This design comes from an exercise in tuning for small area, a short achievable clock period and few clock cycles per item on the open sky130 flow, not from production work. Only simulation tests tie the RTL to the original design; equivalence was not proved. Power and IR drop assume default switching activity.

==> flow/design.v <==
module bit_encoder (
    input  wire        clk,
    input  wire        rst,         
    input  wire        cmd_valid,
    output wire        cmd_ready,
    input  wire [31:0] cmd_data,
    output wire        out_valid,
    input  wire        out_ready,
    output wire [7:0]  out_data,
    output wire [15:0] status,
    output wire        err
);
    localparam [1:0] CAUSE_BAD_OP    = 2'd1;
    localparam [1:0] CAUSE_RSVD_NZ   = 2'd2;
    localparam [1:0] CAUSE_BAD_WIDTH = 2'd3;
    reg [7:1]  pb;
    reg [2:0]  pn;
    reg        err_q;
    reg [1:0]  ecause;
    reg        trunc;
    reg [7:0]  ob0;
    reg [7:0]  ob1;
    reg        ov;
    reg        ov2;
    wire [7:0] pb8 = {pb, 1'b0};
    wire [1:0]  op    = cmd_data[31:30];
    wire [4:0]  width = cmd_data[20:16];
    wire [15:0] value = cmd_data[15:0];
    wire rsvd_nz   = |cmd_data[29:21];
    wire low_nz    = |cmd_data[20:0];
    wire width_bad = (width == 5'd0) || (width > 5'd16);
    wire is_flush  = (op == 2'b01) && !rsvd_nz && !low_nz;
    wire is_encode = (op == 2'b00) && !rsvd_nz && !width_bad;
    wire [1:0] cause = op[1]                 ? CAUSE_BAD_OP :
                       (op[0] || rsvd_nz)    ? CAUSE_RSVD_NZ :
                                               CAUSE_BAD_WIDTH;
    wire       g0     = pn[0] & width[0];
    wire       p1     = pn[1] ^ width[1];
    wire       c1     = (pn[1] & width[1]) | (p1 & g0);
    wire       p2     = pn[2] ^ width[2];
    wire       c2     = (pn[2] & width[2]) | (p2 & c1);
    wire [2:0] pn_new = {p2 ^ c1, p1 ^ g0, pn[0] ^ width[0]};
    wire       nb0    = width[4] | width[3] | c2;      
    wire       nb2    = width[4] | (width[3] & c2);
    wire       nb_lane1 = !width[4] && (width[3] ^ c2);
    wire [23:0] ys0 = pn_new[0] ? {1'b0, value, 7'd0} : {value, 8'd0};
    wire [23:0] ys1 = pn_new[1] ? {2'b0, ys0[23:2]}  : ys0;
    wire [23:0] y   = pn_new[2] ? {4'b0, ys1[23:4]}  : ys1;
    wire [7:0]  lane  = nb2 ? y[23:16] : nb_lane1 ? y[15:8] : y[7:0];
    wire [7:0]  pmask = 8'hFF >> pn;
    wire [7:0]  top   = pb8 | (lane & pmask);
    wire [7:0]  byte1 = y[15:8];
    wire [7:0]  pb_lo = y[7:0];
    wire [7:0]  pb_nx = nb0 ? pb_lo : top;
    wire value_trunc = (|(lane & ~pmask))
                     | (!nb0 && (|y[15:8]))
                     | (!nb2 && (|y[23:16]));
    assign cmd_ready = !ov2 && (!ov || out_ready);
    wire   accept    = cmd_valid && cmd_ready;
    assign out_valid = ov;
    assign out_data  = ob0;
    always @(posedge clk) begin
        if (rst) begin
            ob0 <= 8'd0;
            ob1 <= 8'd0;
        end else begin
            if (!ov || out_ready)
                ob0 <= ov2 ? ob1 : top;
            if (!ov2)
                ob1 <= byte1;
        end
    end
    always @(posedge clk) begin
        if (rst) begin
            pb     <= 7'd0;
            pn     <= 3'd0;
            err_q  <= 1'b0;
            ecause <= 2'd0;
            trunc  <= 1'b0;
            ov     <= 1'b0;
            ov2    <= 1'b0;
        end else if (accept) begin
            ov  <= (is_encode && nb0) || (is_flush && pn != 3'd0);
            ov2 <= is_encode && nb2;
            if (is_encode) begin
                pb  <= pb_nx[7:1];
                pn  <= pn_new;
                if (value_trunc)
                    trunc <= 1'b1;
            end else if (is_flush) begin
                pb  <= 7'd0;
                pn  <= 3'd0;
            end else if (!err_q) begin
                err_q  <= 1'b1;
                ecause <= cause;
            end
        end else if (ov && out_ready) begin
            ov  <= ov2;
            ov2 <= 1'b0;
        end
    end
    assign status = {1'b0, trunc, ecause, err_q, pn, pb8};
    assign err    = err_q;
endmodule
==> flow/config.mk <==
export PLATFORM = sky130hd
export DESIGN_NAME = bit_encoder
export DESIGN_NICKNAME = bit_encoder
export VERILOG_FILES = /design/flow/design.v
export SDC_FILE = /design/flow/constraint.sdc
export NUM_CORES = 4
export LEC_CHECK = 0
export ABC_AREA = 1
export CAP_MARGIN = 20
export CORE_MARGIN = 2
export CORE_UTILIZATION = 40
export PLACE_DENSITY = 0.6
export SETUP_SLACK_MARGIN = 3.2
export SLEW_MARGIN = 20
export TNS_END_PERCENT = 0
==> flow/constraint.sdc <==
create_clock -name core_clock -period 6.0 [get_ports {clk}]
set_input_delay 1.2000 -clock core_clock [delete_from_list [all_inputs] [get_ports {clk}]]
set_output_delay 1.2000 -clock core_clock [all_outputs]
set_load 0.01 [all_outputs]
standard.sh (not shown) runs the stock make flow with config.mk's settings and CLKGATE_MAP_FILE= SYNTH_SCRIPT=/design/flow/synth_recipe.tcl, a recipe that flattens the netlist after the stock synthesis.
==> flow/flow/run.sh <==
#!/bin/bash
# Standard ORFS layout (the standard.sh) with these changes:
#  - the port buffers are made from the smallest buffer cell
#    (sky130_fd_sc_hd__buf_1) instead of buffer_ports' default choice;
#    timing repair still resizes them where the paths need it;
#  - synthesis leaves adders as plain gates for abc (ADDER_MAP_FILE empty)
#    rather than extracting them into fa/ha cells;
#  - clock tree synthesis adds no dummy load cells.
# Registers, their names and the synthesis script are otherwise unchanged.
set -uo pipefail
export BUFFER_PORTS_ARGS="-buffer_cell sky130_fd_sc_hd__buf_1"
export CTS_ARGS="-sink_clustering_enable -repair_clock_nets -dont_use_dummy_load -sink_clustering_size 40 -buf_list {sky130_fd_sc_hd__clkbuf_2 sky130_fd_sc_hd__clkbuf_4}"
bash standard.sh ADDER_MAP_FILE= finish > standard_flow.log 2>&1
status=$?
cp -r orfs/logs/sky130hd/bit_encoder/base orfs_logs 2>/dev/null
exit $status
Testbench counts at the start, summed over its fixed seeds: cycles 13,921, items 13,063.
Rerun with:
--- a/flow/flow/run.sh
+++ b/flow/flow/run.sh
@@ -8 +8,4 @@
-#  - clock tree synthesis adds no dummy load cells.
+#  - clock tree synthesis adds no dummy load cells;
+#  - after global routing, flow/downsize.tcl (ORFS's POST_GLOBAL_ROUTE_TCL
+#    hook) downsizes combinational cells that do not need their drive
+#    strength, keeping the worst setup slack.
@@ -10,0 +14 @@
+here=$(pwd)
@@ -12,0 +17 @@
+export POST_GLOBAL_ROUTE_TCL="$here/flow/downsize.tcl"
==> flow/flow/downsize.tcl (new file) <==
# POST_GLOBAL_ROUTE hook: greedy area recovery.  Each combinational cell,
# in turn, is swapped for the next smaller drive strength of the same
# function when that leaves the worst setup slack no worse than before and
# hold met; registers and clock buffers are left alone.  The modified nets
# are then re-routed incrementally, as ORFS does after its own repairs.
estimate_parasitics -global_routing
set ds_ws0 [worst_slack -max]
set ds_area0 [rsz::design_area]
puts "downsize: before ws $ds_ws0 area $ds_area0"
global_route -start_incremental
set ds_n 0
foreach inst [get_cells *] {
  set cell [get_property $inst ref_name]
  if {[string match "*__df*" $cell] || [string match "*__edf*" $cell] || [string match "*clkbuf*" $cell] || [string match "*clkinv*" $cell] || [string match "*tap*" $cell] || [string match "*fill*" $cell] || [string match "*decap*" $cell] || [string match "*conb*" $cell]} { continue }
  if {![regexp {^(sky130_fd_sc_hd__\w+)_(\d+)$} $cell -> base drv]} { continue }
  foreach d {0 1 2 4 6 8} {
    if {$d >= $drv} { break }
    set cand "${base}_$d"
    if {[llength [get_lib_cells -quiet */$cand]] == 0} { continue }
    if {[lsearch -exact $::env(DONT_USE_CELLS) $cand] >= 0} { continue }
    replace_cell $inst $cand
    estimate_parasitics -global_routing
    if {[worst_slack -max] >= $ds_ws0 - 0.001 && [worst_slack -min] >= 0} {
      puts "downsize: [get_full_name $inst] $cell -> $cand"
      incr ds_n
      break
    }
    replace_cell $inst $cell
  }
}
detailed_placement
global_route -end_incremental
estimate_parasitics -global_routing
puts "downsize: $ds_n cells, after ws [worst_slack -max] area [rsz::design_area]"
write_guides $::env(RESULTS_DIR)/route.guide
Settings changed: SETUP_SLACK_MARGIN 3.2 to 3.05, TNS_END_PERCENT 0 to default.
The changed run ran to the end with no violations; cell area went down by 7.9%; cell count went down by about 2.6%; total power shrinks by about 3%; sequential power barely changes; via count goes down by 2.8%; combinational power went down by about 10%; routed wire length is lower by about 6%; setup slack degrades by 0.10 ns; count of clock-buffer cells in the layout does not change; sequential share of layout area rises by 1.7 points.

---

// bit_encoder: RTL as listed in full above, without the edits since
export LEC_CHECK = 0
export ABC_AREA = 1
export CAP_MARGIN = 20
export CORE_MARGIN = 2
export CORE_UTILIZATION = 40
export PLACE_DENSITY = 0.6
export SETUP_SLACK_MARGIN = 3.05
export SLEW_MARGIN = 20
create_clock -name core_clock -period 6.0 [get_ports {clk}]
==> flow/flow/run.sh <==
#!/bin/bash
# Standard ORFS layout (the standard.sh) with these changes:
#  - the port buffers are made from the smallest buffer cell
#    (sky130_fd_sc_hd__buf_1) instead of buffer_ports' default choice;
#    timing repair still resizes them where the paths need it;
#  - synthesis leaves adders as plain gates for abc (ADDER_MAP_FILE empty)
#    rather than extracting them into fa/ha cells;
#  - clock tree synthesis adds no dummy load cells.
# Registers, their names and the synthesis script are otherwise unchanged.
set -uo pipefail
export BUFFER_PORTS_ARGS="-buffer_cell sky130_fd_sc_hd__buf_1"
export CTS_ARGS="-sink_clustering_enable -repair_clock_nets -dont_use_dummy_load -sink_clustering_size 40 -sink_clustering_max_diameter 500 -buf_list {sky130_fd_sc_hd__clkbuf_4 sky130_fd_sc_hd__clkbuf_8}"
bash standard.sh ADDER_MAP_FILE= finish > standard_flow.log 2>&1
status=$?
cp -r orfs/logs/sky130hd/bit_encoder/base orfs_logs 2>/dev/null
exit $status
The baseline produced a clean layout.
Testbench counts at the start, summed over its fixed seeds: cycles 13,921, items 13,063.
Change:
==> flow/flow/run.sh (replaced) <==
#!/bin/bash
# Standard ORFS layout (the standard.sh) with two changes:
#  - the port buffers are made from the smallest buffer cell
#    (sky130_fd_sc_hd__buf_1) instead of buffer_ports' default choice;
#    timing repair still resizes them where the paths need it;
#  - synthesis leaves adders as plain gates for abc (ADDER_MAP_FILE empty)
#    rather than extracting them into fa/ha cells.
# Registers, their names and the synthesis script are otherwise unchanged.
set -uo pipefail
export BUFFER_PORTS_ARGS="-buffer_cell sky130_fd_sc_hd__buf_1"
bash standard.sh ADDER_MAP_FILE= finish > standard_flow.log 2>&1
status=$?
cp -r orfs/logs/sky130hd/bit_encoder/base orfs_logs 2>/dev/null
exit $status
- SETUP_SLACK_MARGIN: 3.05 -> 3.4
What happened: Synthesized cell count does not change. Global-route usage rose by 3.6 points. Cell count rose by 5.9%. Register-to-register slack degrades by 0.25 ns. Combinational power rose by 46%. Power rose by 24%. Clock skew fell by 0.0067 ns. Routed wire length rose by 24%. Worst setup slack improves by 0.083 ns.
Change:
==> flow/flow/run.sh (replaced) <==
#!/bin/bash
# Standard ORFS layout (the standard.sh) with these changes:
#  - the port buffers are made from the smallest buffer cell
#    (sky130_fd_sc_hd__buf_1) instead of buffer_ports' default choice;
#    timing repair still resizes them where the paths need it;
#  - synthesis leaves adders as plain gates for abc (ADDER_MAP_FILE empty)
#    rather than extracting them into fa/ha cells;
#  - clock tree synthesis adds no dummy load cells.
# Registers, their names and the synthesis script are otherwise unchanged.
set -uo pipefail
export BUFFER_PORTS_ARGS="-buffer_cell sky130_fd_sc_hd__buf_1"
export CTS_ARGS="-sink_clustering_enable -repair_clock_nets -dont_use_dummy_load -sink_clustering_size 40 -buf_list {sky130_fd_sc_hd__clkbuf_2 sky130_fd_sc_hd__clkbuf_4}"
bash standard.sh ADDER_MAP_FILE= finish > standard_flow.log 2>&1
status=$?
cp -r orfs/logs/sky130hd/bit_encoder/base orfs_logs 2>/dev/null
exit $status
- SETUP_SLACK_MARGIN: 3.4 -> 3.05
After rerunning: The changed run completed with no timing, DRC or antenna violations; cell area shrinks by a quarter to a third; sequential share of layout area is higher by 5.6 points; die area does not change; fmax shrinks by a few percent; via count went down by roughly a tenth; first-iteration DRC count went down by well over a third.
Change:
--- a/flow/flow/run.sh
+++ b/flow/flow/run.sh
@@ -11,5 +11,5 @@
 export BUFFER_PORTS_ARGS="-buffer_cell sky130_fd_sc_hd__buf_1"
 export CTS_ARGS="-sink_clustering_enable -repair_clock_nets -dont_use_dummy_load -sink_clustering_size 40 -buf_list {sky130_fd_sc_hd__clkbuf_2 sky130_fd_sc_hd__clkbuf_4}"
-bash standard.sh ADDER_MAP_FILE= finish > standard_flow.log 2>&1
+bash standard.sh ADDER_MAP_FILE= SETUP_MOVE_SEQUENCE=unbuffer,sizeup,swap finish > standard_flow.log 2>&1
 status=$?
 cp -r orfs/logs/sky130hd/bit_encoder/base orfs_logs 2>/dev/null
The changed run completed with no timing, DRC or antenna violations; global-route usage hardly moves; clock skew stays flat; first-iteration DRC count goes down by 21%; die area stays the same; wire length stays flat; final area goes down by 0.55%; count of clock-buffer cells in the layout is unchanged; worst hold slack hardly moves; critical path depth stays the same; maximum frequency goes down by 2.2%.
Change:
--- a/flow/flow/run.sh
+++ b/flow/flow/run.sh
@@ -11,5 +11,5 @@
 export BUFFER_PORTS_ARGS="-buffer_cell sky130_fd_sc_hd__buf_1"
 export CTS_ARGS="-sink_clustering_enable -repair_clock_nets -dont_use_dummy_load -sink_clustering_size 40 -buf_list {sky130_fd_sc_hd__clkbuf_2 sky130_fd_sc_hd__clkbuf_4}"
-bash standard.sh ADDER_MAP_FILE= SETUP_MOVE_SEQUENCE=unbuffer,sizeup,swap finish > standard_flow.log 2>&1
+bash standard.sh ADDER_MAP_FILE= finish > standard_flow.log 2>&1
 status=$?
 cp -r orfs/logs/sky130hd/bit_encoder/base orfs_logs 2>/dev/null
- SETUP_SLACK_MARGIN: 3.05 -> 3.2
What happened: The changed run finished with timing, DRC and antenna clean; design area increases by 8.3%; routed wire length went up by 6.7%; power is higher by 2.8%; first-iteration DRC count went up by 18%; via count is higher by 2.5%; worst hold slack got worse by 0.0031 ns; non-clock buffer count goes up by 17; worst setup slack gets better by 0.12 ns; global-route usage rises by 0.35 points; sequential share of layout area drops by 1.7 points; final cell count grows by 3.0%.
Change:
- SETUP_SLACK_MARGIN: 3.2 -> 3.0
Effect: Combinational power falls by about 9%; flip-flop and latch count stays the same; core utilization is lower by 3.6 points; worst setup slack degrades by 0.11 ns; count of clock-buffer cells in the layout does not change.

---

Starts from the design.v that is shown in full above.
clock: 6.0 ns
lec_check: 0
abc_area: 1
cap_margin: 20
core_margin: 2
core_utilization: 30
place_density: 0.6
setup_slack_margin: 3.05
slew_margin: 20
==> flow/flow/run.sh <==
#!/bin/bash
# Standard ORFS layout (the standard.sh) with these changes:
#  - the port buffers are made from the smallest buffer cell
#    (sky130_fd_sc_hd__buf_1) instead of buffer_ports' default choice;
#    timing repair still resizes them where the paths need it;
#  - synthesis leaves adders as plain gates for abc (ADDER_MAP_FILE empty)
#    rather than extracting them into fa/ha cells;
#  - clock tree synthesis adds no dummy load cells.
# Registers, their names and the synthesis script are otherwise unchanged.
set -uo pipefail
export BUFFER_PORTS_ARGS="-buffer_cell sky130_fd_sc_hd__buf_1"
export CTS_ARGS="-sink_clustering_enable -repair_clock_nets -dont_use_dummy_load -sink_clustering_size 40 -buf_list {sky130_fd_sc_hd__clkbuf_2 sky130_fd_sc_hd__clkbuf_4}"
bash standard.sh ADDER_MAP_FILE= finish > standard_flow.log 2>&1
status=$?
cp -r orfs/logs/sky130hd/bit_encoder/base orfs_logs 2>/dev/null
exit $status
Testbench counts at the start, summed over its fixed seeds: cycles 13,921, items 13,063.
Next try:
==> flow/flow/run.sh (replaced) <==
#!/bin/bash
# Standard ORFS layout (the standard.sh) with these changes:
#  - synthesis maps the logic with the ABC script flow/abc_area.script
#    (an area-oriented &nf mapping; needs ABC_AREA 1 in config.mk) in place
#    of ORFS's abc_area.script: ORFS's scripts are copied to scripts/ and only
#    that file is replaced;
#  - synthesis leaves adders as plain gates for abc (ADDER_MAP_FILE empty)
#    rather than extracting them into fa/ha cells;
#  - the port buffers are made from the smallest buffer cell
#    (sky130_fd_sc_hd__buf_1) instead of buffer_ports' default choice;
#    timing repair still resizes them where the paths need it;
#  - clock tree synthesis adds no dummy load cells.
# Registers, their names and the rest of the synthesis script are unchanged.
set -uo pipefail
here=$(pwd)
rm -rf "$here/scripts"
cp -r "$FLOW_HOME/scripts" "$here/scripts"
cp "$here/flow/abc_area.script" "$here/scripts/abc_area.script"
export BUFFER_PORTS_ARGS="-buffer_cell sky130_fd_sc_hd__buf_1"
export CTS_ARGS="-sink_clustering_enable -repair_clock_nets -dont_use_dummy_load -sink_clustering_size 40 -buf_list {sky130_fd_sc_hd__clkbuf_2 sky130_fd_sc_hd__clkbuf_4}"
bash standard.sh ADDER_MAP_FILE= SCRIPTS_DIR="$here/scripts" finish > standard_flow.log 2>&1
status=$?
cp -r orfs/logs/sky130hd/bit_encoder/base orfs_logs 2>/dev/null
rm -rf "$here/scripts"
exit $status
==> flow/flow/abc_area.script (new file) <==
strash
dch -f
map -D 2100
topo
stime -c
buffer -c
upsize -c -D 2100
dnsize -c -D 2100
CORE_UTILIZATION = 40   (was 30)
The changed run ran to the end with no violations.
Sequential share of layout area decreases by 1.6 points.
Cell count decreases by 13%.
Combinational power increases by 24%.
Die area decreases by 32%.
Worst setup slack got worse by 0.31 ns.
Synthesized area decreases by 11%.
Utilization increases by 23 points.
Worst hold slack stays flat.
Routed wire length decreases by 0.88%.
Clock power increases by about 6%.

==> what the ideal ports hide <==
In the flow no input, the clock included, has a driving cell. The finished layouts below were timed again as built, in two steps.
Step 1: set_driving_cell puts a clkbuf_16 on clk and a buf_2 on each other input, an assumption about the parent block.
Step 2 moves the port delays by t, midway between the first and last clock arrival at a register: inputs arrive t later, outputs are due t later. That takes back most of the time a late clock gives input paths.
Slacks: no drivers / after step 1 / after step 2; pairs: no drivers / after step 1.
| run | t (ns) | setup slack, ns | pins driven straight from the clock port |
|---|---|---|---|
| the first run of note 1 | 0.342 | 3.166 / 3.133 / 2.925 | 1 |
| the second run of note 1 | 0.346 | 3.064 / 3.052 / 2.718 | 1 |
| the first run of note 2 | 0.301 | 3.118 / 3.114 / 2.819 | 1 |
| the second run of note 2 | 0.304 | 3.201 / 3.168 / 2.886 | 1 |
| the third run of note 2 | 0.350 | 3.114 / 3.089 / 2.853 | 1 |
| the fourth run of note 2 | 0.347 | 3.048 / 3.022 / 2.813 | 1 |
| the fifth run of note 2 | 0.343 | 3.165 / 3.133 / 2.931 | 1 |
| the sixth run of note 2 | 0.348 | 3.051 / 3.028 / 2.837 | 1 |
| the first run of note 3 | 0.353 | 3.135 / 3.114 / 2.845 | 1 |
| the second run of note 3 | 0.361 | 2.824 / 2.806 / 2.445 | 1 |
After both steps setup and hold are still met in every run listed. For the second run of note 3, which loses most, drivers alone change the setup slack by -0.018 ns; drivers and shift together by -0.379 ns.
